This design comes from an exercise in tuning for small area, a short achievable clock period and few clock cycles on the open sky130 flow, not from production work. No functional check of the RTL was part of any run shown here. Power is estimated from default activity; no workload was simulated.

$ cat flow/flow/run.sh
#!/bin/bash
# The standard layout (standard.sh), with every input and output port still
# buffered, but with a plain buffer cell (buf_1) instead of the resizer's
# default choice (a delay buffer, clkdlybuf4s50_1).
set -euo pipefail
export BUFFER_PORTS_ARGS="-buffer_cell sky130_fd_sc_hd__buf_1"
bash standard.sh > standard_flow.log 2>&1
$ cat flow/standard.sh
#!/bin/bash
# synth_recipe.tcl (not shown) runs the flow's synth.tcl, then flattens the netlist and writes it again
# the make line also repeats each setting of config.mk as NAME=value (left out here)
make -C /OpenROAD-flow-scripts/flow DESIGN_CONFIG=/design/flow/config.mk WORK_HOME=/design/flow/orfs CLKGATE_MAP_FILE= SYNTH_SCRIPT=/design/flow/synth_recipe.tcl "${@:-finish}"
$ cat flow/config.mk
export PLATFORM = sky130hd
export DESIGN_NAME = kb_report_encoder
export DESIGN_NICKNAME = kb_report_encoder
export VERILOG_FILES = /design/flow/design.v
export SDC_FILE = /design/flow/constraint.sdc
export NUM_CORES = 4
export LEC_CHECK = 0
export ABC_AREA = 1
export CAP_MARGIN = 20
export CORE_MARGIN = 2
export CORE_UTILIZATION = 55
export CTS_BUF_LIST = sky130_fd_sc_hd__clkbuf_4 sky130_fd_sc_hd__clkbuf_8
export CTS_CLUSTER_SIZE = 30
export SETUP_SLACK_MARGIN = 1.6
export SLEW_MARGIN = 20
$ cat flow/constraint.sdc
create_clock -name core_clock -period 5.0 [get_ports {clk}]
set_input_delay 1.0000 -clock core_clock [delete_from_list [all_inputs] [get_ports {clk}]]
set_output_delay 1.0000 -clock core_clock [all_outputs]
set_load 0.01 [all_outputs]
$ cat flow/design.v
module kb_keymap (
    input  wire       layer,
    input  wire [6:0] idx,
    output reg  [7:0] code
);
    always @(*) begin
        case ({layer, idx})
            {1'b0, 7'd0}: code = 8'h29;
            {1'b0, 7'd1}: code = 8'h35;
            {1'b0, 7'd2}: code = 8'h2B;
            {1'b0, 7'd3}: code = 8'h39;
            {1'b0, 7'd4}: code = 8'hE1;
            {1'b0, 7'd5}: code = 8'hE0;
            {1'b0, 7'd6}: code = 8'h3A;
            {1'b0, 7'd7}: code = 8'h1E;
            {1'b0, 7'd8}: code = 8'h14;
            {1'b0, 7'd9}: code = 8'h04;
            {1'b0, 7'd10}: code = 8'h1D;
            {1'b0, 7'd11}: code = 8'hE3;
            {1'b0, 7'd12}: code = 8'h3B;
            {1'b0, 7'd13}: code = 8'h1F;
            {1'b0, 7'd14}: code = 8'h1A;
            {1'b0, 7'd15}: code = 8'h16;
            {1'b0, 7'd16}: code = 8'h1B;
            {1'b0, 7'd17}: code = 8'hE2;
            {1'b0, 7'd18}: code = 8'h3C;
            {1'b0, 7'd19}: code = 8'h20;
            {1'b0, 7'd20}: code = 8'h08;
            {1'b0, 7'd21}: code = 8'h07;
            {1'b0, 7'd22}: code = 8'h06;
            {1'b0, 7'd24}: code = 8'h3D;
            {1'b0, 7'd25}: code = 8'h21;
            {1'b0, 7'd26}: code = 8'h15;
            {1'b0, 7'd27}: code = 8'h09;
            {1'b0, 7'd28}: code = 8'h19;
            {1'b0, 7'd30}: code = 8'h3E;
            {1'b0, 7'd31}: code = 8'h22;
            {1'b0, 7'd32}: code = 8'h17;
            {1'b0, 7'd33}: code = 8'h0A;
            {1'b0, 7'd34}: code = 8'h05;
            {1'b0, 7'd35}: code = 8'h2C;
            {1'b0, 7'd36}: code = 8'h3F;
            {1'b0, 7'd37}: code = 8'h23;
            {1'b0, 7'd38}: code = 8'h1C;
            {1'b0, 7'd39}: code = 8'h0B;
            {1'b0, 7'd40}: code = 8'h11;
            {1'b0, 7'd42}: code = 8'h40;
            {1'b0, 7'd43}: code = 8'h24;
            {1'b0, 7'd44}: code = 8'h18;
            {1'b0, 7'd45}: code = 8'h0D;
            {1'b0, 7'd46}: code = 8'h10;
            {1'b0, 7'd48}: code = 8'h41;
            {1'b0, 7'd49}: code = 8'h25;
            {1'b0, 7'd50}: code = 8'h0C;
            {1'b0, 7'd51}: code = 8'h0E;
            {1'b0, 7'd52}: code = 8'h36;
            {1'b0, 7'd54}: code = 8'h42;
            {1'b0, 7'd55}: code = 8'h26;
            {1'b0, 7'd56}: code = 8'h12;
            {1'b0, 7'd57}: code = 8'h0F;
            {1'b0, 7'd58}: code = 8'h37;
            {1'b0, 7'd59}: code = 8'hE6;
            {1'b0, 7'd60}: code = 8'h43;
            {1'b0, 7'd61}: code = 8'h27;
            {1'b0, 7'd62}: code = 8'h13;
            {1'b0, 7'd63}: code = 8'h33;
            {1'b0, 7'd64}: code = 8'h38;
            {1'b0, 7'd65}: code = 8'hE7;
            {1'b0, 7'd66}: code = 8'h44;
            {1'b0, 7'd67}: code = 8'h2D;
            {1'b0, 7'd68}: code = 8'h2F;
            {1'b0, 7'd69}: code = 8'h34;
            {1'b0, 7'd71}: code = 8'hE4;
            {1'b0, 7'd72}: code = 8'h45;
            {1'b0, 7'd73}: code = 8'h2E;
            {1'b0, 7'd74}: code = 8'h30;
            {1'b0, 7'd77}: code = 8'h50;
            {1'b0, 7'd78}: code = 8'h46;
            {1'b0, 7'd79}: code = 8'h2A;
            {1'b0, 7'd80}: code = 8'h31;
            {1'b0, 7'd81}: code = 8'h28;
            {1'b0, 7'd82}: code = 8'hE5;
            {1'b0, 7'd83}: code = 8'h51;
            {1'b0, 7'd84}: code = 8'h4C;
            {1'b0, 7'd85}: code = 8'h49;
            {1'b0, 7'd88}: code = 8'h52;
            {1'b0, 7'd89}: code = 8'h4F;
            {1'b0, 7'd90}: code = 8'h4A;
            {1'b0, 7'd91}: code = 8'h4B;
            {1'b0, 7'd92}: code = 8'h4E;
            {1'b0, 7'd93}: code = 8'h4D;
            {1'b1, 7'd0}: code = 8'h01;
            {1'b1, 7'd1}: code = 8'h35;
            {1'b1, 7'd2}: code = 8'h2B;
            {1'b1, 7'd3}: code = 8'h39;
            {1'b1, 7'd4}: code = 8'hE5;
            {1'b1, 7'd5}: code = 8'hE0;
            {1'b1, 7'd6}: code = 8'h7F;
            {1'b1, 7'd7}: code = 8'h1E;
            {1'b1, 7'd8}: code = 8'h14;
            {1'b1, 7'd9}: code = 8'h03;
            {1'b1, 7'd10}: code = 8'h1D;
            {1'b1, 7'd11}: code = 8'hE3;
            {1'b1, 7'd12}: code = 8'h80;
            {1'b1, 7'd13}: code = 8'h1F;
            {1'b1, 7'd14}: code = 8'h1A;
            {1'b1, 7'd15}: code = 8'h16;
            {1'b1, 7'd16}: code = 8'h1B;
            {1'b1, 7'd17}: code = 8'hE2;
            {1'b1, 7'd18}: code = 8'h81;
            {1'b1, 7'd19}: code = 8'h20;
            {1'b1, 7'd20}: code = 8'h08;
            {1'b1, 7'd21}: code = 8'h07;
            {1'b1, 7'd24}: code = 8'h74;
            {1'b1, 7'd25}: code = 8'h21;
            {1'b1, 7'd26}: code = 8'h15;
            {1'b1, 7'd27}: code = 8'h09;
            {1'b1, 7'd28}: code = 8'h19;
            {1'b1, 7'd30}: code = 8'h75;
            {1'b1, 7'd31}: code = 8'h22;
            {1'b1, 7'd32}: code = 8'h17;
            {1'b1, 7'd33}: code = 8'h0A;
            {1'b1, 7'd34}: code = 8'h05;
            {1'b1, 7'd36}: code = 8'h76;
            {1'b1, 7'd37}: code = 8'h23;
            {1'b1, 7'd38}: code = 8'h1C;
            {1'b1, 7'd39}: code = 8'h0B;
            {1'b1, 7'd40}: code = 8'h11;
            {1'b1, 7'd42}: code = 8'h77;
            {1'b1, 7'd43}: code = 8'h24;
            {1'b1, 7'd44}: code = 8'h18;
            {1'b1, 7'd45}: code = 8'h0D;
            {1'b1, 7'd46}: code = 8'h10;
            {1'b1, 7'd48}: code = 8'h78;
            {1'b1, 7'd49}: code = 8'h25;
            {1'b1, 7'd50}: code = 8'h0C;
            {1'b1, 7'd51}: code = 8'h0E;
            {1'b1, 7'd52}: code = 8'h36;
            {1'b1, 7'd54}: code = 8'h79;
            {1'b1, 7'd55}: code = 8'h26;
            {1'b1, 7'd56}: code = 8'h12;
            {1'b1, 7'd57}: code = 8'h0F;
            {1'b1, 7'd58}: code = 8'h37;
            {1'b1, 7'd59}: code = 8'hE6;
            {1'b1, 7'd60}: code = 8'h7A;
            {1'b1, 7'd61}: code = 8'h27;
            {1'b1, 7'd62}: code = 8'h13;
            {1'b1, 7'd63}: code = 8'h33;
            {1'b1, 7'd64}: code = 8'h38;
            {1'b1, 7'd65}: code = 8'hE7;
            {1'b1, 7'd66}: code = 8'h7B;
            {1'b1, 7'd67}: code = 8'h2D;
            {1'b1, 7'd68}: code = 8'h2F;
            {1'b1, 7'd69}: code = 8'h34;
            {1'b1, 7'd71}: code = 8'hE4;
            {1'b1, 7'd72}: code = 8'h7C;
            {1'b1, 7'd73}: code = 8'h2E;
            {1'b1, 7'd74}: code = 8'h30;
            {1'b1, 7'd77}: code = 8'h4A;
            {1'b1, 7'd78}: code = 8'h48;
            {1'b1, 7'd79}: code = 8'h2A;
            {1'b1, 7'd80}: code = 8'h31;
            {1'b1, 7'd81}: code = 8'h28;
            {1'b1, 7'd82}: code = 8'hE5;
            {1'b1, 7'd83}: code = 8'h4E;
            {1'b1, 7'd84}: code = 8'h47;
            {1'b1, 7'd85}: code = 8'h49;
            {1'b1, 7'd88}: code = 8'h4B;
            {1'b1, 7'd89}: code = 8'h4D;
            {1'b1, 7'd90}: code = 8'h02;
            {1'b1, 7'd91}: code = 8'h4B;
            {1'b1, 7'd92}: code = 8'h4E;
            {1'b1, 7'd93}: code = 8'h4D;
            default: code = 8'h00;
        endcase
    end
endmodule
module kb_report_encoder (
    input  wire        clk,
    input  wire        rst,
    input  wire        start,
    input  wire [95:0] deb,
    output wire        ready,
    output reg         done,
    output reg  [63:0] report,
    output wire        changed
);
    wire L = deb[95];
    reg        busy;
    reg  [2:0] ph;
    reg  [12:0] gtr;     
    reg  [5:1] qst;     
    reg        valid, diffa, diffb;
    wire p0 = ~busy;
    wire active = busy | start;
    wire cont;          
    wire n0 = (deb[0] & ~L);
    wire n1 = deb[1];
    wire n2 = deb[2];
    wire n3 = deb[3];
    wire n4 = deb[6];
    wire n5 = deb[7];
    wire n6 = deb[8];
    wire n7 = (deb[9] & ~L);
    wire n8 = deb[10];
    wire n9 = deb[12];
    wire n10 = deb[13];
    wire n11 = deb[14];
    wire n12 = deb[15];
    wire n13 = deb[16];
    wire n14 = deb[18];
    wire n15 = deb[19];
    wire n16 = deb[20];
    wire n17 = deb[21];
    wire n18 = (deb[22] & ~L);
    wire n19 = deb[24];
    wire n20 = deb[25];
    wire n21 = deb[26];
    wire n22 = deb[27];
    wire n23 = deb[28];
    wire n24 = deb[30];
    wire n25 = deb[31];
    wire n26 = deb[32];
    wire n27 = deb[33];
    wire n28 = deb[34];
    wire n29 = (deb[35] & ~L);
    wire n30 = deb[36];
    wire n31 = deb[37];
    wire n32 = deb[38];
    wire n33 = deb[39];
    wire n34 = deb[40];
    wire n35 = deb[42];
    wire n36 = deb[43];
    wire n37 = deb[44];
    wire n38 = deb[45];
    wire n39 = deb[46];
    wire n40 = deb[48];
    wire n41 = deb[49];
    wire n42 = deb[50];
    wire n43 = deb[51];
    wire n44 = deb[52];
    wire n45 = deb[54];
    wire n46 = deb[55];
    wire n47 = deb[56];
    wire n48 = deb[57];
    wire n49 = deb[58];
    wire n50 = deb[60];
    wire n51 = deb[61];
    wire n52 = deb[62];
    wire n53 = deb[63];
    wire n54 = deb[64];
    wire n55 = deb[66];
    wire n56 = deb[67];
    wire n57 = deb[68];
    wire n58 = deb[69];
    wire n59 = deb[72];
    wire n60 = deb[73];
    wire n61 = deb[74];
    wire n62 = deb[77];
    wire n63 = deb[78];
    wire n64 = deb[79];
    wire n65 = deb[80];
    wire n66 = deb[81];
    wire n67 = deb[83];
    wire n68 = deb[84];
    wire n69 = deb[85];
    wire n70 = deb[88];
    wire n71 = deb[89];
    wire n72 = (deb[90] & ~L);
    wire n73 = deb[91];
    wire n74 = deb[92];
    wire n75 = deb[93];
    wire n76 = 1'b0;
    wire n77 = 1'b0;
    wire gt0 = gtr[0];
    wire m0 = n0 & gt0;
    wire m1 = n1 & (gt0 | (gtr[1] & qst[1]));
    wire m2 = n2 & (gt0 | (gtr[1] & qst[2]));
    wire m3 = n3 & (gt0 | (gtr[1] & qst[3]));
    wire m4 = n4 & (gt0 | (gtr[1] & qst[4]));
    wire m5 = n5 & (gt0 | (gtr[1] & qst[5]));
    wire a0 = m0 | m1 | m2 | m3 | m4 | m5;
    wire d0 = (m0 & m1) | (m0 & m2) | (m0 & m3) | (m0 & m4) | (m0 & m5) | (m1 & m2) | (m1 & m3) | (m1 & m4) | (m1 & m5) | (m2 & m3) | (m2 & m4) | (m2 & m5) | (m3 & m4) | (m3 & m5) | (m4 & m5);
    wire h0 = m0;
    wire h1 = ~m0 & m1;
    wire h2 = ~m0 & ~m1 & m2;
    wire h3 = ~m0 & ~m1 & ~m2 & m3;
    wire h4 = ~m0 & ~m1 & ~m2 & ~m3 & m4;
    wire h5 = ~m0 & ~m1 & ~m2 & ~m3 & ~m4 & m5;
    wire af0_1 = m0;
    wire af0_2 = m0 | m1;
    wire af0_3 = m0 | m1 | m2;
    wire af0_4 = m0 | m1 | m2 | m3;
    wire af0_5 = m0 | m1 | m2 | m3 | m4;
    wire lc0_0 = h0 | h1 | h2 | h3 | (L & (h4));
    wire lc0_1 = h2 | h4 | h5;
    wire lc0_2 = h1 | h5 | (L & (h4));
    wire lc0_3 = h0 | h2 | h3 | h4 | h5;
    wire lc0_4 = h1 | h3 | h4 | h5;
    wire lc0_5 = h0 | h1 | h2 | h3 | h4;
    wire lc0_6 = (L & (h4));
    wire lc0_7 = 1'b0;
    wire gt1 = gtr[1];
    wire m6 = n6 & gt1;
    wire m7 = n7 & (gt1 | (gtr[2] & qst[1]));
    wire m8 = n8 & (gt1 | (gtr[2] & qst[2]));
    wire m9 = n9 & (gt1 | (gtr[2] & qst[3]));
    wire m10 = n10 & (gt1 | (gtr[2] & qst[4]));
    wire m11 = n11 & (gt1 | (gtr[2] & qst[5]));
    wire a1 = m6 | m7 | m8 | m9 | m10 | m11;
    wire d1 = (m6 & m7) | (m6 & m8) | (m6 & m9) | (m6 & m10) | (m6 & m11) | (m7 & m8) | (m7 & m9) | (m7 & m10) | (m7 & m11) | (m8 & m9) | (m8 & m10) | (m8 & m11) | (m9 & m10) | (m9 & m11) | (m10 & m11);
    wire h6 = m6;
    wire h7 = ~m6 & m7;
    wire h8 = ~m6 & ~m7 & m8;
    wire h9 = ~m6 & ~m7 & ~m8 & m9;
    wire h10 = ~m6 & ~m7 & ~m8 & ~m9 & m10;
    wire h11 = ~m6 & ~m7 & ~m8 & ~m9 & ~m10 & m11;
    wire af1_1 = m6;
    wire af1_2 = m6 | m7;
    wire af1_3 = m6 | m7 | m8;
    wire af1_4 = m6 | m7 | m8 | m9;
    wire af1_5 = m6 | m7 | m8 | m9 | m10;
    wire lc1_0 = h8 | h10 | (~L & (h9));
    wire lc1_1 = h10 | h11 | (~L & (h9));
    wire lc1_2 = h6 | h7 | h8 | h10;
    wire lc1_3 = h8 | h10 | h11 | (~L & (h9));
    wire lc1_4 = h6 | h8 | h10 | h11 | (~L & (h9));
    wire lc1_5 = (~L & (h9));
    wire lc1_6 = 1'b0;
    wire lc1_7 = (L & (h9));
    wire gt2 = gtr[2];
    wire m12 = n12 & gt2;
    wire m13 = n13 & (gt2 | (gtr[3] & qst[1]));
    wire m14 = n14 & (gt2 | (gtr[3] & qst[2]));
    wire m15 = n15 & (gt2 | (gtr[3] & qst[3]));
    wire m16 = n16 & (gt2 | (gtr[3] & qst[4]));
    wire m17 = n17 & (gt2 | (gtr[3] & qst[5]));
    wire a2 = m12 | m13 | m14 | m15 | m16 | m17;
    wire d2 = (m12 & m13) | (m12 & m14) | (m12 & m15) | (m12 & m16) | (m12 & m17) | (m13 & m14) | (m13 & m15) | (m13 & m16) | (m13 & m17) | (m14 & m15) | (m14 & m16) | (m14 & m17) | (m15 & m16) | (m15 & m17) | (m16 & m17);
    wire h12 = m12;
    wire h13 = ~m12 & m13;
    wire h14 = ~m12 & ~m13 & m14;
    wire h15 = ~m12 & ~m13 & ~m14 & m15;
    wire h16 = ~m12 & ~m13 & ~m14 & ~m15 & m16;
    wire h17 = ~m12 & ~m13 & ~m14 & ~m15 & ~m16 & m17;
    wire af2_1 = m12;
    wire af2_2 = m12 | m13;
    wire af2_3 = m12 | m13 | m14;
    wire af2_4 = m12 | m13 | m14 | m15;
    wire af2_5 = m12 | m13 | m14 | m15 | m16;
    wire lc2_0 = h13 | h17 | (L & (h14));
    wire lc2_1 = h12 | h13 | h17;
    wire lc2_2 = h12 | h17 | (~L & (h14));
    wire lc2_3 = h13 | h16 | (~L & (h14));
    wire lc2_4 = h12 | h13 | (~L & (h14));
    wire lc2_5 = h15 | (~L & (h14));
    wire lc2_6 = 1'b0;
    wire lc2_7 = (L & (h14));
    wire gt3 = gtr[3];
    wire m18 = n18 & gt3;
    wire m19 = n19 & (gt3 | (gtr[4] & qst[1]));
    wire m20 = n20 & (gt3 | (gtr[4] & qst[2]));
    wire m21 = n21 & (gt3 | (gtr[4] & qst[3]));
    wire m22 = n22 & (gt3 | (gtr[4] & qst[4]));
    wire m23 = n23 & (gt3 | (gtr[4] & qst[5]));
    wire a3 = m18 | m19 | m20 | m21 | m22 | m23;
    wire d3 = (m18 & m19) | (m18 & m20) | (m18 & m21) | (m18 & m22) | (m18 & m23) | (m19 & m20) | (m19 & m21) | (m19 & m22) | (m19 & m23) | (m20 & m21) | (m20 & m22) | (m20 & m23) | (m21 & m22) | (m21 & m23) | (m22 & m23);
    wire h18 = m18;
    wire h19 = ~m18 & m19;
    wire h20 = ~m18 & ~m19 & m20;
    wire h21 = ~m18 & ~m19 & ~m20 & m21;
    wire h22 = ~m18 & ~m19 & ~m20 & ~m21 & m22;
    wire h23 = ~m18 & ~m19 & ~m20 & ~m21 & ~m22 & m23;
    wire af3_1 = m18;
    wire af3_2 = m18 | m19;
    wire af3_3 = m18 | m19 | m20;
    wire af3_4 = m18 | m19 | m20 | m21;
    wire af3_5 = m18 | m19 | m20 | m21 | m22;
    wire lc3_0 = h20 | h21 | h22 | h23 | (~L & (h19));
    wire lc3_1 = h18;
    wire lc3_2 = h18 | h19 | h21;
    wire lc3_3 = h22 | h23 | (~L & (h19));
    wire lc3_4 = h19 | h21 | h23;
    wire lc3_5 = h19 | h20;
    wire lc3_6 = (L & (h19));
    wire lc3_7 = 1'b0;
    wire gt4 = gtr[4];
    wire m24 = n24 & gt4;
    wire m25 = n25 & (gt4 | (gtr[5] & qst[1]));
    wire m26 = n26 & (gt4 | (gtr[5] & qst[2]));
    wire m27 = n27 & (gt4 | (gtr[5] & qst[3]));
    wire m28 = n28 & (gt4 | (gtr[5] & qst[4]));
    wire m29 = n29 & (gt4 | (gtr[5] & qst[5]));
    wire a4 = m24 | m25 | m26 | m27 | m28 | m29;
    wire d4 = (m24 & m25) | (m24 & m26) | (m24 & m27) | (m24 & m28) | (m24 & m29) | (m25 & m26) | (m25 & m27) | (m25 & m28) | (m25 & m29) | (m26 & m27) | (m26 & m28) | (m26 & m29) | (m27 & m28) | (m27 & m29) | (m28 & m29);
    wire h24 = m24;
    wire h25 = ~m24 & m25;
    wire h26 = ~m24 & ~m25 & m26;
    wire h27 = ~m24 & ~m25 & ~m26 & m27;
    wire h28 = ~m24 & ~m25 & ~m26 & ~m27 & m28;
    wire h29 = ~m24 & ~m25 & ~m26 & ~m27 & ~m28 & m29;
    wire af4_1 = m24;
    wire af4_2 = m24 | m25;
    wire af4_3 = m24 | m25 | m26;
    wire af4_4 = m24 | m25 | m26 | m27;
    wire af4_5 = m24 | m25 | m26 | m27 | m28;
    wire lc4_0 = h26 | h28 | (L & (h24));
    wire lc4_1 = h25 | h26 | h27 | (~L & (h24));
    wire lc4_2 = h24 | h26 | h28 | h29;
    wire lc4_3 = h27 | h29 | (~L & (h24));
    wire lc4_4 = h24 | h26;
    wire lc4_5 = h24 | h25 | h29;
    wire lc4_6 = (L & (h24));
    wire lc4_7 = 1'b0;
    wire gt5 = gtr[5];
    wire m30 = n30 & gt5;
    wire m31 = n31 & (gt5 | (gtr[6] & qst[1]));
    wire m32 = n32 & (gt5 | (gtr[6] & qst[2]));
    wire m33 = n33 & (gt5 | (gtr[6] & qst[3]));
    wire m34 = n34 & (gt5 | (gtr[6] & qst[4]));
    wire m35 = n35 & (gt5 | (gtr[6] & qst[5]));
    wire a5 = m30 | m31 | m32 | m33 | m34 | m35;
    wire d5 = (m30 & m31) | (m30 & m32) | (m30 & m33) | (m30 & m34) | (m30 & m35) | (m31 & m32) | (m31 & m33) | (m31 & m34) | (m31 & m35) | (m32 & m33) | (m32 & m34) | (m32 & m35) | (m33 & m34) | (m33 & m35) | (m34 & m35);
    wire h30 = m30;
    wire h31 = ~m30 & m31;
    wire h32 = ~m30 & ~m31 & m32;
    wire h33 = ~m30 & ~m31 & ~m32 & m33;
    wire h34 = ~m30 & ~m31 & ~m32 & ~m33 & m34;
    wire h35 = ~m30 & ~m31 & ~m32 & ~m33 & ~m34 & m35;
    wire af5_1 = m30;
    wire af5_2 = m30 | m31;
    wire af5_3 = m30 | m31 | m32;
    wire af5_4 = m30 | m31 | m32 | m33;
    wire af5_5 = m30 | m31 | m32 | m33 | m34;
    wire lc5_0 = h31 | h33 | h34 | (~L & (h30)) | (L & (h35));
    wire lc5_1 = h30 | h31 | h33 | (L & (h35));
    wire lc5_2 = h30 | h32 | (L & (h35));
    wire lc5_3 = h32 | h33 | (~L & (h30));
    wire lc5_4 = h30 | h32 | h34 | (L & (h35));
    wire lc5_5 = h30 | h31 | (L & (h35));
    wire lc5_6 = h35 | (L & (h30));
    wire lc5_7 = 1'b0;
    wire gt6 = gtr[6];
    wire m36 = n36 & gt6;
    wire m37 = n37 & (gt6 | (gtr[7] & qst[1]));
    wire m38 = n38 & (gt6 | (gtr[7] & qst[2]));
    wire m39 = n39 & (gt6 | (gtr[7] & qst[3]));
    wire m40 = n40 & (gt6 | (gtr[7] & qst[4]));
    wire m41 = n41 & (gt6 | (gtr[7] & qst[5]));
    wire a6 = m36 | m37 | m38 | m39 | m40 | m41;
    wire d6 = (m36 & m37) | (m36 & m38) | (m36 & m39) | (m36 & m40) | (m36 & m41) | (m37 & m38) | (m37 & m39) | (m37 & m40) | (m37 & m41) | (m38 & m39) | (m38 & m40) | (m38 & m41) | (m39 & m40) | (m39 & m41) | (m40 & m41);
    wire h36 = m36;
    wire h37 = ~m36 & m37;
    wire h38 = ~m36 & ~m37 & m38;
    wire h39 = ~m36 & ~m37 & ~m38 & m39;
    wire h40 = ~m36 & ~m37 & ~m38 & ~m39 & m40;
    wire h41 = ~m36 & ~m37 & ~m38 & ~m39 & ~m40 & m41;
    wire af6_1 = m36;
    wire af6_2 = m36 | m37;
    wire af6_3 = m36 | m37 | m38;
    wire af6_4 = m36 | m37 | m38 | m39;
    wire af6_5 = m36 | m37 | m38 | m39 | m40;
    wire lc6_0 = h38 | h41 | (~L & (h40));
    wire lc6_1 = 1'b0;
    wire lc6_2 = h36 | h38 | h41;
    wire lc6_3 = h37 | h38 | (L & (h40));
    wire lc6_4 = h37 | h39 | (L & (h40));
    wire lc6_5 = h36 | h41 | (L & (h40));
    wire lc6_6 = h40;
    wire lc6_7 = 1'b0;
    wire gt7 = gtr[7];
    wire m42 = n42 & gt7;
    wire m43 = n43 & (gt7 | (gtr[8] & qst[1]));
    wire m44 = n44 & (gt7 | (gtr[8] & qst[2]));
    wire m45 = n45 & (gt7 | (gtr[8] & qst[3]));
    wire m46 = n46 & (gt7 | (gtr[8] & qst[4]));
    wire m47 = n47 & (gt7 | (gtr[8] & qst[5]));
    wire a7 = m42 | m43 | m44 | m45 | m46 | m47;
    wire d7 = (m42 & m43) | (m42 & m44) | (m42 & m45) | (m42 & m46) | (m42 & m47) | (m43 & m44) | (m43 & m45) | (m43 & m46) | (m43 & m47) | (m44 & m45) | (m44 & m46) | (m44 & m47) | (m45 & m46) | (m45 & m47) | (m46 & m47);
    wire h42 = m42;
    wire h43 = ~m42 & m43;
    wire h44 = ~m42 & ~m43 & m44;
    wire h45 = ~m42 & ~m43 & ~m44 & m45;
    wire h46 = ~m42 & ~m43 & ~m44 & ~m45 & m46;
    wire h47 = ~m42 & ~m43 & ~m44 & ~m45 & ~m46 & m47;
    wire af7_1 = m42;
    wire af7_2 = m42 | m43;
    wire af7_3 = m42 | m43 | m44;
    wire af7_4 = m42 | m43 | m44 | m45;
    wire af7_5 = m42 | m43 | m44 | m45 | m46;
    wire lc7_0 = (L & (h45));
    wire lc7_1 = h43 | h44 | h46 | h47 | (~L & (h45));
    wire lc7_2 = h42 | h43 | h44 | h46;
    wire lc7_3 = h42 | h43 | (L & (h45));
    wire lc7_4 = h44 | h47 | (L & (h45));
    wire lc7_5 = h44 | h46 | (L & (h45));
    wire lc7_6 = h45;
    wire lc7_7 = 1'b0;
    wire gt8 = gtr[8];
    wire m48 = n48 & gt8;
    wire m49 = n49 & (gt8 | (gtr[9] & qst[1]));
    wire m50 = n50 & (gt8 | (gtr[9] & qst[2]));
    wire m51 = n51 & (gt8 | (gtr[9] & qst[3]));
    wire m52 = n52 & (gt8 | (gtr[9] & qst[4]));
    wire m53 = n53 & (gt8 | (gtr[9] & qst[5]));
    wire a8 = m48 | m49 | m50 | m51 | m52 | m53;
    wire d8 = (m48 & m49) | (m48 & m50) | (m48 & m51) | (m48 & m52) | (m48 & m53) | (m49 & m50) | (m49 & m51) | (m49 & m52) | (m49 & m53) | (m50 & m51) | (m50 & m52) | (m50 & m53) | (m51 & m52) | (m51 & m53) | (m52 & m53);
    wire h48 = m48;
    wire h49 = ~m48 & m49;
    wire h50 = ~m48 & ~m49 & m50;
    wire h51 = ~m48 & ~m49 & ~m50 & m51;
    wire h52 = ~m48 & ~m49 & ~m50 & ~m51 & m52;
    wire h53 = ~m48 & ~m49 & ~m50 & ~m51 & ~m52 & m53;
    wire af8_1 = m48;
    wire af8_2 = m48 | m49;
    wire af8_3 = m48 | m49 | m50;
    wire af8_4 = m48 | m49 | m50 | m51;
    wire af8_5 = m48 | m49 | m50 | m51 | m52;
    wire lc8_0 = h48 | h49 | h51 | h52 | h53 | (~L & (h50));
    wire lc8_1 = h48 | h49 | h50 | h51 | h52 | h53;
    wire lc8_2 = h48 | h49 | h51;
    wire lc8_3 = h48 | (L & (h50));
    wire lc8_4 = h49 | h52 | h53 | (L & (h50));
    wire lc8_5 = h49 | h51 | h53 | (L & (h50));
    wire lc8_6 = h50;
    wire lc8_7 = 1'b0;
    wire gt9 = gtr[9];
    wire m54 = n54 & gt9;
    wire m55 = n55 & (gt9 | (gtr[10] & qst[1]));
    wire m56 = n56 & (gt9 | (gtr[10] & qst[2]));
    wire m57 = n57 & (gt9 | (gtr[10] & qst[3]));
    wire m58 = n58 & (gt9 | (gtr[10] & qst[4]));
    wire m59 = n59 & (gt9 | (gtr[10] & qst[5]));
    wire a9 = m54 | m55 | m56 | m57 | m58 | m59;
    wire d9 = (m54 & m55) | (m54 & m56) | (m54 & m57) | (m54 & m58) | (m54 & m59) | (m55 & m56) | (m55 & m57) | (m55 & m58) | (m55 & m59) | (m56 & m57) | (m56 & m58) | (m56 & m59) | (m57 & m58) | (m57 & m59) | (m58 & m59);
    wire h54 = m54;
    wire h55 = ~m54 & m55;
    wire h56 = ~m54 & ~m55 & m56;
    wire h57 = ~m54 & ~m55 & ~m56 & m57;
    wire h58 = ~m54 & ~m55 & ~m56 & ~m57 & m58;
    wire h59 = ~m54 & ~m55 & ~m56 & ~m57 & ~m58 & m59;
    wire af9_1 = m54;
    wire af9_2 = m54 | m55;
    wire af9_3 = m54 | m55 | m56;
    wire af9_4 = m54 | m55 | m56 | m57;
    wire af9_5 = m54 | m55 | m56 | m57 | m58;
    wire lc9_0 = h56 | h57 | (~L & (h59)) | (L & (h55));
    wire lc9_1 = h57 | (L & (h55));
    wire lc9_2 = h56 | h57 | h58 | h59 | (~L & (h55));
    wire lc9_3 = h54 | h56 | h57 | (L & (h55 | h59));
    wire lc9_4 = h54 | h58 | (L & (h55 | h59));
    wire lc9_5 = h54 | h56 | h57 | h58 | (L & (h55 | h59));
    wire lc9_6 = h55 | h59;
    wire lc9_7 = 1'b0;
    wire gt10 = gtr[10];
    wire m60 = n60 & gt10;
    wire m61 = n61 & (gt10 | (gtr[11] & qst[1]));
    wire m62 = n62 & (gt10 | (gtr[11] & qst[2]));
    wire m63 = n63 & (gt10 | (gtr[11] & qst[3]));
    wire m64 = n64 & (gt10 | (gtr[11] & qst[4]));
    wire m65 = n65 & (gt10 | (gtr[11] & qst[5]));
    wire a10 = m60 | m61 | m62 | m63 | m64 | m65;
    wire d10 = (m60 & m61) | (m60 & m62) | (m60 & m63) | (m60 & m64) | (m60 & m65) | (m61 & m62) | (m61 & m63) | (m61 & m64) | (m61 & m65) | (m62 & m63) | (m62 & m64) | (m62 & m65) | (m63 & m64) | (m63 & m65) | (m64 & m65);
    wire h60 = m60;
    wire h61 = ~m60 & m61;
    wire h62 = ~m60 & ~m61 & m62;
    wire h63 = ~m60 & ~m61 & ~m62 & m63;
    wire h64 = ~m60 & ~m61 & ~m62 & ~m63 & m64;
    wire h65 = ~m60 & ~m61 & ~m62 & ~m63 & ~m64 & m65;
    wire af10_1 = m60;
    wire af10_2 = m60 | m61;
    wire af10_3 = m60 | m61 | m62;
    wire af10_4 = m60 | m61 | m62 | m63;
    wire af10_5 = m60 | m61 | m62 | m63 | m64;
    wire lc10_0 = h65;
    wire lc10_1 = h60 | h64 | (~L & (h63)) | (L & (h62));
    wire lc10_2 = h60 | (~L & (h63));
    wire lc10_3 = h60 | h64 | (L & (h62 | h63));
    wire lc10_4 = h61 | h65 | (~L & (h62));
    wire lc10_5 = h60 | h61 | h64 | h65;
    wire lc10_6 = h62 | h63;
    wire lc10_7 = 1'b0;
    wire gt11 = gtr[11];
    wire m66 = n66 & gt11;
    wire m67 = n67 & (gt11 | (gtr[12] & qst[1]));
    wire m68 = n68 & (gt11 | (gtr[12] & qst[2]));
    wire m69 = n69 & (gt11 | (gtr[12] & qst[3]));
    wire m70 = n70 & (gt11 | (gtr[12] & qst[4]));
    wire m71 = n71 & (gt11 | (gtr[12] & qst[5]));
    wire a11 = m66 | m67 | m68 | m69 | m70 | m71;
    wire d11 = (m66 & m67) | (m66 & m68) | (m66 & m69) | (m66 & m70) | (m66 & m71) | (m67 & m68) | (m67 & m69) | (m67 & m70) | (m67 & m71) | (m68 & m69) | (m68 & m70) | (m68 & m71) | (m69 & m70) | (m69 & m71) | (m70 & m71);
    wire h66 = m66;
    wire h67 = ~m66 & m67;
    wire h68 = ~m66 & ~m67 & m68;
    wire h69 = ~m66 & ~m67 & ~m68 & m69;
    wire h70 = ~m66 & ~m67 & ~m68 & ~m69 & m70;
    wire h71 = ~m66 & ~m67 & ~m68 & ~m69 & ~m70 & m71;
    wire af11_1 = m66;
    wire af11_2 = m66 | m67;
    wire af11_3 = m66 | m67 | m68;
    wire af11_4 = m66 | m67 | m68 | m69;
    wire af11_5 = m66 | m67 | m68 | m69 | m70;
    wire lc11_0 = h69 | h71 | (~L & (h67)) | (L & (h68 | h70));
    wire lc11_1 = h70 | (~L & (h71)) | (L & (h67 | h68));
    wire lc11_2 = h68 | h71 | (L & (h67));
    wire lc11_3 = h66 | h69 | h71 | (~L & (h68)) | (L & (h67 | h70));
    wire lc11_4 = (~L & (h67 | h70));
    wire lc11_5 = h66;
    wire lc11_6 = h67 | h68 | h69 | h70 | h71;
    wire lc11_7 = 1'b0;
    wire gt12 = gtr[12];
    wire m72 = n72 & gt12;
    wire m73 = n73 & (gt12 | (1'b1 & qst[1]));
    wire m74 = n74 & (gt12 | (1'b1 & qst[2]));
    wire m75 = n75 & (gt12 | (1'b1 & qst[3]));
    wire m76 = n76 & (gt12 | (1'b1 & qst[4]));
    wire m77 = n77 & (gt12 | (1'b1 & qst[5]));
    wire a12 = m72 | m73 | m74 | m75 | m76 | m77;
    wire d12 = (m72 & m73) | (m72 & m74) | (m72 & m75) | (m72 & m76) | (m72 & m77) | (m73 & m74) | (m73 & m75) | (m73 & m76) | (m73 & m77) | (m74 & m75) | (m74 & m76) | (m74 & m77) | (m75 & m76) | (m75 & m77) | (m76 & m77);
    wire h72 = m72;
    wire h73 = ~m72 & m73;
    wire h74 = ~m72 & ~m73 & m74;
    wire h75 = ~m72 & ~m73 & ~m74 & m75;
    wire h76 = ~m72 & ~m73 & ~m74 & ~m75 & m76;
    wire h77 = ~m72 & ~m73 & ~m74 & ~m75 & ~m76 & m77;
    wire af12_1 = m72;
    wire af12_2 = m72 | m73;
    wire af12_3 = m72 | m73 | m74;
    wire af12_4 = m72 | m73 | m74 | m75;
    wire af12_5 = m72 | m73 | m74 | m75 | m76;
    wire lc12_0 = h73 | h75;
    wire lc12_1 = h72 | h73 | h74;
    wire lc12_2 = h74 | h75;
    wire lc12_3 = h72 | h73 | h74 | h75;
    wire lc12_4 = 1'b0;
    wire lc12_5 = 1'b0;
    wire lc12_6 = h72 | h73 | h74 | h75;
    wire lc12_7 = 1'b0;
    reg  [12:0] pin;   
    integer s_, d_;
    always @(*) begin
        pin = {a12,a11,a10,a9,a8,a7,a6,a5,a4,a3,a2,a1,a0};
        for (d_ = 1; d_ < 13; d_ = d_ * 2)
            for (s_ = 12; s_ >= 0; s_ = s_ - 1)
                if ((s_ / d_) % 2 == 1) pin[s_] = pin[s_] | pin[(s_ / d_) * d_ - 1];
    end
    wire [13:0] P = {pin, 1'b0};   
    wire any = P[13];
    wire r0 = a0 & ~P[0];
    wire r1 = a1 & ~P[1];
    wire r2 = a2 & ~P[2];
    wire r3 = a3 & ~P[3];
    wire r4 = a4 & ~P[4];
    wire r5 = a5 & ~P[5];
    wire r6 = a6 & ~P[6];
    wire r7 = a7 & ~P[7];
    wire r8 = a8 & ~P[8];
    wire r9 = a9 & ~P[9];
    wire r10 = a10 & ~P[10];
    wire r11 = a11 & ~P[11];
    wire r12 = a12 & ~P[12];
    wire [7:0] code;
    assign code[0] = (r0 & lc0_0) | (r1 & lc1_0) | (r2 & lc2_0) | (r3 & lc3_0) | (r4 & lc4_0) | (r5 & lc5_0) | (r6 & lc6_0) | (r7 & lc7_0) | (r8 & lc8_0) | (r9 & lc9_0) | (r10 & lc10_0) | (r11 & lc11_0) | (r12 & lc12_0);
    assign code[1] = (r0 & lc0_1) | (r1 & lc1_1) | (r2 & lc2_1) | (r3 & lc3_1) | (r4 & lc4_1) | (r5 & lc5_1) | (r6 & lc6_1) | (r7 & lc7_1) | (r8 & lc8_1) | (r9 & lc9_1) | (r10 & lc10_1) | (r11 & lc11_1) | (r12 & lc12_1);
    assign code[2] = (r0 & lc0_2) | (r1 & lc1_2) | (r2 & lc2_2) | (r3 & lc3_2) | (r4 & lc4_2) | (r5 & lc5_2) | (r6 & lc6_2) | (r7 & lc7_2) | (r8 & lc8_2) | (r9 & lc9_2) | (r10 & lc10_2) | (r11 & lc11_2) | (r12 & lc12_2);
    assign code[3] = (r0 & lc0_3) | (r1 & lc1_3) | (r2 & lc2_3) | (r3 & lc3_3) | (r4 & lc4_3) | (r5 & lc5_3) | (r6 & lc6_3) | (r7 & lc7_3) | (r8 & lc8_3) | (r9 & lc9_3) | (r10 & lc10_3) | (r11 & lc11_3) | (r12 & lc12_3);
    assign code[4] = (r0 & lc0_4) | (r1 & lc1_4) | (r2 & lc2_4) | (r3 & lc3_4) | (r4 & lc4_4) | (r5 & lc5_4) | (r6 & lc6_4) | (r7 & lc7_4) | (r8 & lc8_4) | (r9 & lc9_4) | (r10 & lc10_4) | (r11 & lc11_4) | (r12 & lc12_4);
    assign code[5] = (r0 & lc0_5) | (r1 & lc1_5) | (r2 & lc2_5) | (r3 & lc3_5) | (r4 & lc4_5) | (r5 & lc5_5) | (r6 & lc6_5) | (r7 & lc7_5) | (r8 & lc8_5) | (r9 & lc9_5) | (r10 & lc10_5) | (r11 & lc11_5) | (r12 & lc12_5);
    assign code[6] = (r0 & lc0_6) | (r1 & lc1_6) | (r2 & lc2_6) | (r3 & lc3_6) | (r4 & lc4_6) | (r5 & lc5_6) | (r6 & lc6_6) | (r7 & lc7_6) | (r8 & lc8_6) | (r9 & lc9_6) | (r10 & lc10_6) | (r11 & lc11_6) | (r12 & lc12_6);
    assign code[7] = (r0 & lc0_7) | (r1 & lc1_7) | (r2 & lc2_7) | (r3 & lc3_7) | (r4 & lc4_7) | (r5 & lc5_7) | (r6 & lc6_7) | (r7 & lc7_7) | (r8 & lc8_7) | (r9 & lc9_7) | (r10 & lc10_7) | (r11 & lc11_7) | (r12 & lc12_7);
    wire qn1 = (r0 & af0_1) | (r1 & af1_1) | (r2 & af2_1) | (r3 & af3_1) | (r4 & af4_1) | (r5 & af5_1) | (r6 & af6_1) | (r7 & af7_1) | (r8 & af8_1) | (r9 & af9_1) | (r10 & af10_1) | (r11 & af11_1) | (r12 & af12_1);
    wire qn2 = (r0 & af0_2) | (r1 & af1_2) | (r2 & af2_2) | (r3 & af3_2) | (r4 & af4_2) | (r5 & af5_2) | (r6 & af6_2) | (r7 & af7_2) | (r8 & af8_2) | (r9 & af9_2) | (r10 & af10_2) | (r11 & af11_2) | (r12 & af12_2);
    wire qn3 = (r0 & af0_3) | (r1 & af1_3) | (r2 & af2_3) | (r3 & af3_3) | (r4 & af4_3) | (r5 & af5_3) | (r6 & af6_3) | (r7 & af7_3) | (r8 & af8_3) | (r9 & af9_3) | (r10 & af10_3) | (r11 & af11_3) | (r12 & af12_3);
    wire qn4 = (r0 & af0_4) | (r1 & af1_4) | (r2 & af2_4) | (r3 & af3_4) | (r4 & af4_4) | (r5 & af5_4) | (r6 & af6_4) | (r7 & af7_4) | (r8 & af8_4) | (r9 & af9_4) | (r10 & af10_4) | (r11 & af11_4) | (r12 & af12_4);
    wire qn5 = (r0 & af0_5) | (r1 & af1_5) | (r2 & af2_5) | (r3 & af3_5) | (r4 & af4_5) | (r5 & af5_5) | (r6 & af6_5) | (r7 & af7_5) | (r8 & af8_5) | (r9 & af9_5) | (r10 & af10_5) | (r11 & af11_5) | (r12 & af12_5);
    wire tc1_1 = a0 | a1;
    wire tc1_2 = (a0 & a1);
    wire tc2_1 = a2 | a3;
    wire tc2_2 = (a2 & a3);
    wire tc3_1 = a4 | a5;
    wire tc3_2 = (a4 & a5);
    wire tc4_1 = a6 | a7;
    wire tc4_2 = (a6 & a7);
    wire tc5_1 = a8 | a9;
    wire tc5_2 = (a8 & a9);
    wire tc6_1 = a10 | a11;
    wire tc6_2 = (a10 & a11);
    wire tc7_1 = tc1_1 | tc2_1;
    wire tc7_2 = tc1_2 | tc2_2 | (tc1_1 & tc2_1);
    wire tc7_3 = (tc1_1 & tc2_2) | (tc1_2 & tc2_1);
    wire tc7_4 = (tc1_2 & tc2_2);
    wire tc8_1 = tc3_1 | tc4_1;
    wire tc8_2 = tc3_2 | tc4_2 | (tc3_1 & tc4_1);
    wire tc8_3 = (tc3_1 & tc4_2) | (tc3_2 & tc4_1);
    wire tc8_4 = (tc3_2 & tc4_2);
    wire tc9_1 = tc5_1 | tc6_1;
    wire tc9_2 = tc5_2 | tc6_2 | (tc5_1 & tc6_1);
    wire tc9_3 = (tc5_1 & tc6_2) | (tc5_2 & tc6_1);
    wire tc9_4 = (tc5_2 & tc6_2);
    wire tc10_1 = tc7_1 | tc8_1;
    wire tc10_2 = tc7_2 | tc8_2 | (tc7_1 & tc8_1);
    wire tc10_3 = tc7_3 | tc8_3 | (tc7_1 & tc8_2) | (tc7_2 & tc8_1);
    wire tc10_4 = tc7_4 | tc8_4 | (tc7_1 & tc8_3) | (tc7_2 & tc8_2) | (tc7_3 & tc8_1);
    wire tc10_5 = (tc7_1 & tc8_4) | (tc7_2 & tc8_3) | (tc7_3 & tc8_2) | (tc7_4 & tc8_1);
    wire tc10_6 = (tc7_2 & tc8_4) | (tc7_3 & tc8_3) | (tc7_4 & tc8_2);
    wire tc10_7 = (tc7_3 & tc8_4) | (tc7_4 & tc8_3);
    wire tc11_1 = tc9_1 | a12;
    wire tc11_2 = tc9_2 | (tc9_1 & a12);
    wire tc11_3 = tc9_3 | (tc9_2 & a12);
    wire tc11_4 = tc9_4 | (tc9_3 & a12);
    wire tc11_5 = (tc9_4 & a12);
    wire tc12_1 = tc10_1 | tc11_1;
    wire tc12_2 = tc10_2 | tc11_2 | (tc10_1 & tc11_1);
    wire tc12_3 = tc10_3 | tc11_3 | (tc10_1 & tc11_2) | (tc10_2 & tc11_1);
    wire tc12_4 = tc10_4 | tc11_4 | (tc10_1 & tc11_3) | (tc10_2 & tc11_2) | (tc10_3 & tc11_1);
    wire tc12_5 = tc10_5 | tc11_5 | (tc10_1 & tc11_4) | (tc10_2 & tc11_3) | (tc10_3 & tc11_2) | (tc10_4 & tc11_1);
    wire tc12_6 = tc10_6 | (tc10_1 & tc11_5) | (tc10_2 & tc11_4) | (tc10_3 & tc11_3) | (tc10_4 & tc11_2) | (tc10_5 & tc11_1);
    wire tc12_7 = tc10_7 | (tc10_2 & tc11_5) | (tc10_3 & tc11_4) | (tc10_4 & tc11_3) | (tc10_5 & tc11_2) | (tc10_6 & tc11_1);
    wire more = tc12_2 | d0 | d1 | d2 | d3 | d4 | d5 | d6 | d7 | d8 | d9 | d10 | d11 | d12;
    wire early = ((ph == 3'd0) & tc12_7) | ((ph == 3'd1) & tc12_6) | ((ph == 3'd2) & tc12_5) | ((ph == 3'd3) & tc12_4) | ((ph == 3'd4) & tc12_3);
    wire [7:0] mods = ({8{deb[4]}} & (L ? 8'h20 : 8'h02)) | ({8{deb[5]}} & 8'h01) | ({8{deb[11]}} & 8'h08) | ({8{deb[17]}} & 8'h04) | ({8{deb[59]}} & 8'h40) | ({8{deb[65]}} & 8'h80) | ({8{deb[71]}} & 8'h10) | ({8{deb[82]}} & 8'h20);
    wire any9 = deb[10] | deb[12] | deb[13] | deb[14] | deb[15] | deb[16] | deb[18] | deb[19] | deb[20] | deb[21] | deb[24] | deb[25] | deb[26] | deb[27] | deb[28] | deb[30] | deb[31] | deb[32] | deb[33] | deb[34] | deb[36] | deb[37] | deb[38] | deb[39] | deb[40] | deb[42] | deb[43] | deb[44] | deb[45] | deb[46] | deb[48] | deb[49] | deb[50] | deb[51] | deb[52] | deb[54] | deb[55] | deb[56] | deb[57] | deb[58] | deb[60] | deb[61] | deb[62] | deb[63] | deb[64] | deb[66] | deb[67] | deb[68] | deb[69] | deb[72] | deb[73] | deb[74] | deb[77] | deb[78] | deb[79] | deb[80] | deb[81] | deb[83] | deb[84] | deb[85] | deb[88] | deb[89] | deb[91] | deb[92] | deb[93];
    wire any90 = deb[91] | deb[92] | deb[93];
    wire sent = L & (deb[0] | deb[9] | deb[90]);
    wire [7:0] sbyte = deb[90] ? (any90 ? 8'h01 : 8'h02) :
                       deb[9]  ? (any9  ? 8'h01 : 8'h03) : 8'h01;
    wire [2:0] phe = ph;    
    wire ovf    = (more & (phe == 3'd5)) | (~sent & early);
    wire fill   = (p0 & sent) | ovf;
    wire [7:0] fb = (p0 & sent) ? sbyte : 8'h01;
    wire finish = fill | ~more;
    assign cont = active & ~finish;
    wire [7:0] old [0:5];
    reg  [5:0] en;
    reg  [7:0] d [0:5];
    integer s;
    always @(*) begin
        for (s = 0; s < 6; s = s + 1) begin
            en[s] = fill | (phe == s) | (finish & (phe < s));
            d[s]  = fill ? fb : ((phe == s) ? code : 8'h00);
        end
    end
    genvar gs;
    generate for (gs = 0; gs < 6; gs = gs + 1) begin : G_OLD
        assign old[gs] = report[16 + 8*gs +: 8];
    end endgenerate
    wire dmods = (mods != report[7:0]);
    reg  [7:0] old_ph;    
    reg  dfill, dzero, old_not01;
    always @(*) begin
        old_ph = 8'h00; dfill = 1'b0; dzero = 1'b0; old_not01 = 1'b0;
        for (s = 0; s < 6; s = s + 1) begin
            old_ph    = old_ph | ({8{phe == s}} & old[s]);
            dfill     = dfill | ((phe <= s) & (old[s] != fb));
            dzero     = dzero | ((phe < s) & (old[s] != 8'h00));
            old_not01 = old_not01 | ((phe == s) & (old[s] != 8'h01));
        end
    end
    reg  [1:0] xr;
    wire [7:0] xc = code ^ old_ph;
    reg        chg_r;
    wire xdiff = |xr;
    wire cmpen = ~fill & ~(p0 & ~valid);
    wire enow = (p0 & dmods) | (finish & dzero);
    wire nz   = (mods != 8'h00) | sent | any;
    wire chg_fin = fill ? ((p0 ? (valid ? dmods : 1'b1) : diffb) | dfill) :
                   p0  ? (valid ? enow : nz) : (diffa | xdiff | enow);
    assign changed = chg_r | xdiff;
    assign ready = ~busy;
    always @(posedge clk) begin
        if (rst) begin
            busy  <= 1'b0;
            done  <= 1'b0;
            valid <= 1'b0;
        end else begin
            done <= active & finish;
            busy <= active & ~finish;
            if (active & p0) valid <= 1'b1;
        end
        ph  <= (rst | ~cont) ? 3'd0 : phe + 3'd1;
        gtr <= (rst | ~cont) ? {13{1'b1}} : P[12:0];
        qst <= {qn5,qn4,qn3,qn2,qn1};
        xr  <= (active & cmpen) ? {|xc[7:4], |xc[3:0]} : 2'b00;
        if (active) begin
            if (p0) report[7:0] <= mods;
            for (s = 0; s < 6; s = s + 1)
                if (en[s]) report[16 + 8*s +: 8] <= d[s];
            report[15:8] <= 8'h00;
            chg_r <= chg_fin;
            diffa <= p0 ? (valid ? enow : 1'b1) : (diffa | xdiff | enow);
            diffb <= p0 ? (valid ? (dmods | old_not01) : 1'b1) : (diffb | old_not01);
        end
    end
endmodule
==> results of run 1 <==
-- per-layer routing --
metal / routed length [um] / vias up
met4: 1460 / 0
met3: 4800 / 110
met1: 14200 / 5066
met2: 15500 / 798
met5: 0 / -
li1: - / 5134
-- state kept, by name, indices dropped and copies added (netlist names) --
signal  flops
qst         5
ph          3
gtr        13
done        1
valid       1
report     56
xr          2
diffa       1
diffb       1
chg_r       1
busy        1
-- metrics by stage --
stage | hold WS, ps | worst slack [ps] | cells | area, um2 | utilization [%]
after floorplan | 433 | 1710 | 1453 | 8740 | -
after global placement | 451 | 790 | 1797 | 9450 | 60.1
after detailed placement | 477 | 693 | 1797 | 9450 | 60.1
after CTS | 501 | 1610 | 1834 | 10100 | 64.0
after global routing | 517 | 1420 | 1874 | 10800 | 68.9
final | 502 | 1510 | 1875 | 10800 | 68.9
-- cell usage after synthesis, types with 4 or more instances --
master	instances	area, um2
o211ai_1	11	82.6
inv_2	35	131
ha_1	4	50.1
nand3_2	11	110
nor4_1	15	93.8
nand4_1	18	113
a31oi_1	7	43.8
buf_2	6	30.0
edfxtp_1	59	1770
dfxtp_1	26	521
a221oi_1	8	70.1
nor3_2	6	60.1
nor2_1	226	848
o31ai_1	5	37.5
inv_1	175	657
clkbuf_1	5	18.8
buf_4	8	60.1
o21ai_1	18	90.1
a21oi_1	45	225
nor2_2	17	106
nor2_4	7	78.8
o221ai_1	6	52.6
nand3_1	64	320
xor2_1	10	87.6
o2111ai_1	12	105
nand2_4	11	124
o21ai_0	79	395
nand2_2	26	163
o22ai_1	10	62.6
nor3_1	31	155
nand2_1	438	1640
-- how the worst min path moves through the flow --
stage / start / to / slack (ps) / depth (start not counted)
global placement: valid / valid / 450 / 2
CTS: valid / valid / 500 / 2
detailed placement: valid / valid / 480 / 2
global route: ph[0] / ph[0] / 520 / 1
floorplan: ph[0] / ph[0] / 430 / 1
finish: valid / valid / 500 / 2
-- final cells by class --
cell class	instances	area, um2	share of cell area (%)
sequential	85	2300	21.3
timing repair buffer	211	1100	10.2
inverter	214	836	7.72
multi-input combinational	1132	6110	56.4
clock buffer	9	124	1.14
clock inverter	7	75.1	0.694
antenna	1	2.50	0.0231
tap	216	270	2.50
-- report_power, final --
part	internal [mW]	switching (mW)
registers	0.796	0.0489
logic	0.170	0.368
clock network	0.198	0.321
-- worst register-to-register path, delay by kind of cell, from the launching register on --
| kind | cells | cell delay (ps) |
|---|---|---|
| AND/OR/NAND/NOR | 11 | 1500 |
| AO/OA/AOI/OAI | 4 | 750 |
| buffers and inverters | 3 | 510 |
| flip-flops | 1 | 340 |
-- cells by family (layout without fill, tap and decap cells) --
group / count (synthesis) / after routing
AO/OA/AOI/OAI: 221 / 221
buffers and inverters: 236 / 441
adder cells (fa/ha/maj): 4 / 4
AND/OR/NAND/NOR: 886 / 886
XOR/XNOR: 13 / 13
flip-flops: 85 / 85
other: 1 / 9
-- repair_timing --
action	4_1_cts	5_1_grt
cloned	1	0
resized for setup	60	129
buffers inserted	20	40
pin swaps	19	56
endpoints found under the setup margin	113	112
==> out/summary.txt, run 1 <==
outcome = timing/DRC/antenna clean
Area Growth Syn to Fin = 24.2%
worst setup path end = report[25]
MaxCap Viol Count = 0
Hold Crit Class = flop to flop
critical path required time = 5090 ps
R2R Setup Slk = 1600 ps
Synth Area in Compound Gates = 15.4%
Crit Path Max Fanout = 8
Lkg Pwr = 5.27 nW
TritonCTS clock tree = yes
clk buf depth = 2
Peak VDD IR = 0.254 mV
# port buffers = 146
Setup Skew = 28.5 ps
fin crit share = 69.9%
synthesized flop and latch total = 85
crit path cell chain = buf_1, inv_2, nor2_4, nand2_4, nand2_4, nor2_4, buf_4, buf_4, o21ai_0, nor4_1, nand3_1, nor3_2, nand2_4, a21oi_4, nand2_8, inv_8, o211ai_1, nand2_1, clkinvlp_4
die area = 16,900 um2
crit path time final = 3490 ps
DP HPWL = 27.9 mm
Slowest cell on crit path = nor4_1
number of global-route vias before repair = 9,590
Via Count = 11.1k
Relative slew margins = 36.6%
GR Util met1 = 57.8%
most frequent cells in the layout = nand2_1 (392), nor2_1 (211), inv_1 (162)
mux cell area share after synthesis = 0%
gp weighted congestion = 1.07
CP Launch Type = input pin
Synth warnings = 2
met3 Use GR = 9.35%
Top Usage Layer GRT = met2
Hold Fails Final Rpt = 0
CP startpoint = deb[9]
Gate Count Post-Synth = 1,446
Crit. path cell count = 19
Synth Area in Simple Gates = 45.4%
sequential area share after synthesis = 26.3%
post-synthesis cell area = 8720 um2
GRT Residual Overflow = 0
Final ANT Viol Nets = 0
# DRC = 0
pwr dens = 176 nW/um2
initial core utilization = 55.5%
GR Util All Layers = 41.3%
crit-path leading delay family = simple AND/OR/NAND/NOR gates
Routed WL per cell = 19.2 um
CTS H-Tree Depth = 3
Post-synth EDFFs = 59
worst reg-to-reg path cell count = 18
Post-synth ARST share = 0%
initial antenna violation count = 1
R2R Path End = report[25]
ys flop type = edfxtp_1
Max Slew Vio Count = 0
Critical Path Most Common Cell = nand2_4
Post-Synth XOR/XNOR Area = 1.31%
Root Driver = clkbuf_8
largest net degree at the start of global routing = 21
R2R Path Start = qst[5]
library cells used by synthesis = 59
worst-margin pin slew = 947 ps
largest family of logic cells by synthesized area = simple AND/OR/NAND/NOR gates
later-pin clock latency in the skew report = 410 ps
share of layout cells above drive strength 1 = 18.8%
Die Y = 130 um
Die Wd = 130 um
vias per cell = 5.92
hold_buf cts = 0
# IOs = 166
Crit. End Element = flop
core area = 15,700 um2
fillcell total = 1,466
Total Power = 1.90 mW
final setup fails = 0
worst path arrival time = 3590 ps
fin nets = 1,756
Fmax = 286 MHz
row count = 46
Clock Sinks = 85
RSZ-0062 raised after global routing = true
crit path kind = input pin to flop
Worst-path clk slew = 100 ps
Detailed Routing Iterations Pass 1 = 6
most common cell after layout, fill and taps aside = nand2_1
Post-Synth Adder-Cell Area = 0.574%
total CTS buffers = 9
met2 GRT Util = 63.1%
Post-Syn Area per Cell = 6.03 um2
global-route wire length before repair = 52.6 mm
final wirelength = 36.0 mm
Initial DRC Count = 1,267
CP Buf/Inv Count = 6
TNS Setup = 0 ps
Critical Path Max Stage Delay = 270 ps
==> inputs of run 2 (changes only) <==
--- a/flow/design.v
+++ b/flow/design.v
@@ -725,7 +725,8 @@
     wire [7:0] sbyte = deb[90] ? (any90 ? 8'h01 : 8'h02) :
                        deb[9]  ? (any9  ? 8'h01 : 8'h03) : 8'h01;
     wire [2:0] phe = ph;    
-    wire ovf    = (more & (phe == 3'd5)) | (~sent & early);
+    reg  earlyq;
+    wire ovf    = (more & (phe == 3'd5)) | (busy & earlyq);
     wire fill   = (p0 & sent) | ovf;
     wire [7:0] fb = (p0 & sent) ? sbyte : 8'h01;
     wire finish = fill | ~more;
@@ -780,6 +781,7 @@
         ph  <= (rst | ~cont) ? 3'd0 : phe + 3'd1;
         gtr <= (rst | ~cont) ? {13{1'b1}} : P[12:0];
         qst <= {qn5,qn4,qn3,qn2,qn1};
+        earlyq <= early;
         xr  <= (active & cmpen) ? {|xc[7:4], |xc[3:0]} : 2'b00;
         if (active) begin
             if (p0) report[7:0] <= mods;
--- a/flow/config.mk
+++ b/flow/config.mk
@@ -9,7 +9,5 @@
 export CAP_MARGIN = 20
 export CORE_MARGIN = 2
 export CORE_UTILIZATION = 55
-export CTS_BUF_LIST = sky130_fd_sc_hd__clkbuf_4 sky130_fd_sc_hd__clkbuf_8
-export CTS_CLUSTER_SIZE = 30
 export SETUP_SLACK_MARGIN = 1.6
 export SLEW_MARGIN = 20
==> out/summary.txt, run 2 <==
R2R Setup Slk = 1750 ps (+150 ps)
Hold Crit Class = flop to flop
critical path required time = 5200 ps (+110 ps)
CP Launch Type = input pin
Synth warnings = 2 (unchanged)
Initial DRC Count = 1,466 (+16%)
sequential cell area = 2320 um2 (+0.60%)
most frequent cell after synthesis = nand2_1
MaxCap Viol Count = 0 (unchanged)
share of layout cells above drive strength 1 = 12.8% (-6.0 points)
Slowest cell on crit path = nor2_4
outcome = timing/DRC/antenna clean
Post-Syn Area per Cell = 5.96 um2 (-1.1%)
Largest Register = report
Largest regs = report (56), gtr (13), qst (5)
Crit Path Max Fanout = 17 (+9)
pwr dens = 205 nW/um2 (+17%)
Hold Path Origin = ph[0]
final setup fails = 0 (unchanged)
Die Wd = 135 um (+3.7%)
Detailed Routing Iterations Pass 1 = 6 (unchanged)
Die Y = 135 um (+3.7%)
total CTS buffers = 9 (unchanged)
most common cell after layout, fill and taps aside = nand2_1
most frequent cells in the layout = nand2_1 (479), nor2_1 (220), inv_1 (197)
leading area contributor after synthesis = nand2_1
post-synthesis cell area = 9390 um2 (+7.8%)
later-pin clock latency in the skew report = 360 ps (-50 ps)
Area Growth Syn to Fin = 15.7%
# IOs = 166 (unchanged)
CTS H-Tree Depth = 3 (unchanged)
Setup Skew = 9.03 ps (-19.4 ps)
die area = 18,100 um2 (+7.5%)
Peak VDD IR = 0.180 mV (-29%)
global-route wire length before repair = 56.2 mm (+6.9%)
worst path arrival time = 3540 ps (-50 ps)
Hold Fails Final Rpt = 0 (unchanged)
Area contributors post-synth = nand2_1 (19%), edfxtp_1 (19%), nor2_1 (9.3%), inv_1 (8.0%), nand3_1 (7.1%)
Inserted Diodes = 0 (-1)
gp weighted congestion = 1.09 (+1.5%)
post-synth top area share = 19.4% (-0.91 points)
worst hold stages = 1 (-1)
worst-margin pin slew = 1160 ps (+214 ps)
TritonCTS clock tree = yes
number of global-route vias before repair = 10.5k (+9.9%)
# port buffers = 146 (unchanged)
largest net degree at the start of global routing = 20 (-4.8%)
Gate Count Post-Synth = 1,576 (+9.0%)
R2R Path Start = qst[1]
crit path time final = 3340 ps (-149 ps)
CP startpoint = deb[95]
Post-synth EDFFs = 59 (unchanged)
fin nets = 1,847 (+5.2%)
Clock Sinks = 86 (+1.2%)
fin crit share = 66.9% (-3.0 points)
Root Driver = clkbuf_16
Via Count = 11.7k (+5.1%)
sequential area share after synthesis = 24.6% (-1.7 points)
synthesized flop and latch total = 86 (+1.2%)
Worst-path clk slew = 80 ps (-20 ps)
Routed WL per cell = 19.0 um (-0.78%)
Post-Place Cell Area = 10,100 um2 (+7.2%)
fillcell total = 1,607 (+9.6%)
# DRC = 0 (unchanged)
crit path kind = input pin to flop
crit-path leading delay family = simple AND/OR/NAND/NOR gates
Max Slew Vio Count = 0 (unchanged)
TNS Setup = 0 ps (unchanged)
crit path cell chain = buf_2, inv_2, buf_4, nand3_2, nand2_2, nor2_4, nand3_4, nor2_8, nand2_4, nor2_4, buf_12, nand3_1, nor2_1, nor2_2, nand3_1, inv_1, o21ai_0
clk buf depth = 2 (unchanged)
RSZ-0062 raised after global routing = true
Critical Path Max Stage Delay = 250 ps (-20 ps)
GR Util All Layers = 40.8% (-0.50 points)
list of most frequent post-synthesis cells = nand2_1 (486), nor2_1 (233), inv_1 (199)
max reg flops = 56 (unchanged)
Relative slew margins = 22.3% (-14 points)
Hold Path End = ph[0]
worst reg-to-reg path cell count = 16 (-2)
Fmax = 299 MHz (+4.5%)
Post-synth ARST share = 0% (unchanged)
design area = 10,900 um2 (+0.45%)
initial antenna violation count = 0 (-1)
Final ANT Viol Nets = 0 (unchanged)
GRT Residual Overflow = 0 (unchanged)
ys flop type = edfxtp_1
CP Buf/Inv Count = 5 (-1)
Crit. End Element = flop
DP HPWL = 29.7 mm (+6.4%)
row count = 47 (+2.2%)
R2R Path End = report[26]
vias per cell = 5.93 (+0.11%)
initial core utilization = 56.4% (+0.98 points)
Lkg Pwr = 5.51 nW (+4.7%)
library cells used by synthesis = 56 (-5.1%)
core area = 16,600 um2 (+5.9%)
area of the multi-input gates = 6240 um2 (+2.2%)
final wirelength = 37.5 mm (+4.2%)
[run 2: metrics by stage]
| step | power (mW) | std cells | hold WS [ps] | setup slack [ps] | utilization (%) |
|---|---|---|---|---|---|
| 2_1_floorplan | 1.26 | 1583 | 445 | 1660 | - |
| 3_3_place_gp | 1.46 | 1929 | 464 | 770 | 60.9 |
| 3_5_place_dp | 1.47 | 1929 | 474 | 714 | 60.9 |
| 4_1_cts | 2.19 | 1955 | 493 | 1520 | 63.7 |
| 5_1_grt | 2.30 | 1969 | 533 | 1540 | 65.3 |
| 6_report | 2.23 | 1969 | 502 | 1660 | 65.3 |
[run 2: worst max-delay path by stage]
stage,endpoint,slack (ps),depth (start not counted)
detailed placement,report[62],710,13
global route,xr[1],1540,20
global placement,report[63],770,13
CTS,report[20],1520,16
floorplan,report[32],1660,15
finish,report[56],1660,17
[run 2: area by class of cell]
| class | instances | share of cell area [%] |
|---|---|---|
| Tap cell | 220 | 2.53 |
| Clock inverter | 7 | 0.714 |
| Timing Repair Buffer | 180 | 7.91 |
| Inverter | 232 | 8.03 |
| Clock buffer | 9 | 2.07 |
| Sequential cell | 86 | 21.3 |
| Multi-Input combinational cell | 1235 | 57.4 |
[run 2: logic make-up after synthesis]
logic type | Yosys count | share of synthesized area (%)
AND/OR/NAND/NOR | 1038 | 51.3
flip-flops | 86 | 24.6
AO/OA/AOI/OAI | 176 | 11.2
buffers and inverters | 262 | 11.4
XOR/XNOR | 9 | 0.839
other | 1 | 0.0399
adder cells (fa/ha/maj) | 4 | 0.533
[run 2: what timing repair did]
| action | in CTS | in global routing |
|---|---|---|
| hold buffers | 0 | 0 |
| setup endpoints to repair | 102 | 110 |
| setup buffers | 10 | 14 |
| pin swaps | 6 | 11 |
| gates resized for setup | 20 | 43 |
[run 2: report_power, final]
part,switching [mW],internal [mW]
Sequential,0.0663,0.827
Combinational,0.431,0.191
Clock,0.358,0.354
Total,0.856,1.37
[run 2: routing by layer]
layer / routed length (um) / GRT usage, % / vias up / share of wire (%)
met4: 1670 / 17.8 / 0 / 4.4
met1: 15100 / 56.0 / 5321 / 40
met2: 16000 / 62.1 / 777 / 43
li1: - / - / 5449 / -
met3: 4730 / 8.52 / 131 / 13
met5: 0 / 0 / - / 0

port drivers added, routing unchanged:
Ports are ideal in the flow. The routed layouts listed here were re-timed in OpenROAD. Step 1, drivers: a clkbuf_16 drives clk and a buf_2 each remaining input, both assumed. Step 2 times the ports against the registers' clock, not the clock port: input delays grow and output delays shrink by t, the midpoint of the rising clock arrivals with the driver on. a / b / c = no drivers / after step 1 / after step 2; a / b = the first two.
| run | shift t [ns] | setup slack, ns | worst setup path at the end | worst data-port slew with drivers (ns) | pins driven straight from the clock port |
|---|---|---|---|---|---|
| run 1 | 0.432 | 1.507 / 1.525 / 1.093 | input to register | 0.06 | 1 |
| run 2 | 0.406 | 1.656 / 1.678 / 1.271 | input to register | 0.03 | 1 |
After both steps setup and hold are still met in every run listed. The setup slack of run 1, which loses most, moves by +0.018 ns with the drivers and by -0.414 ns with both steps.
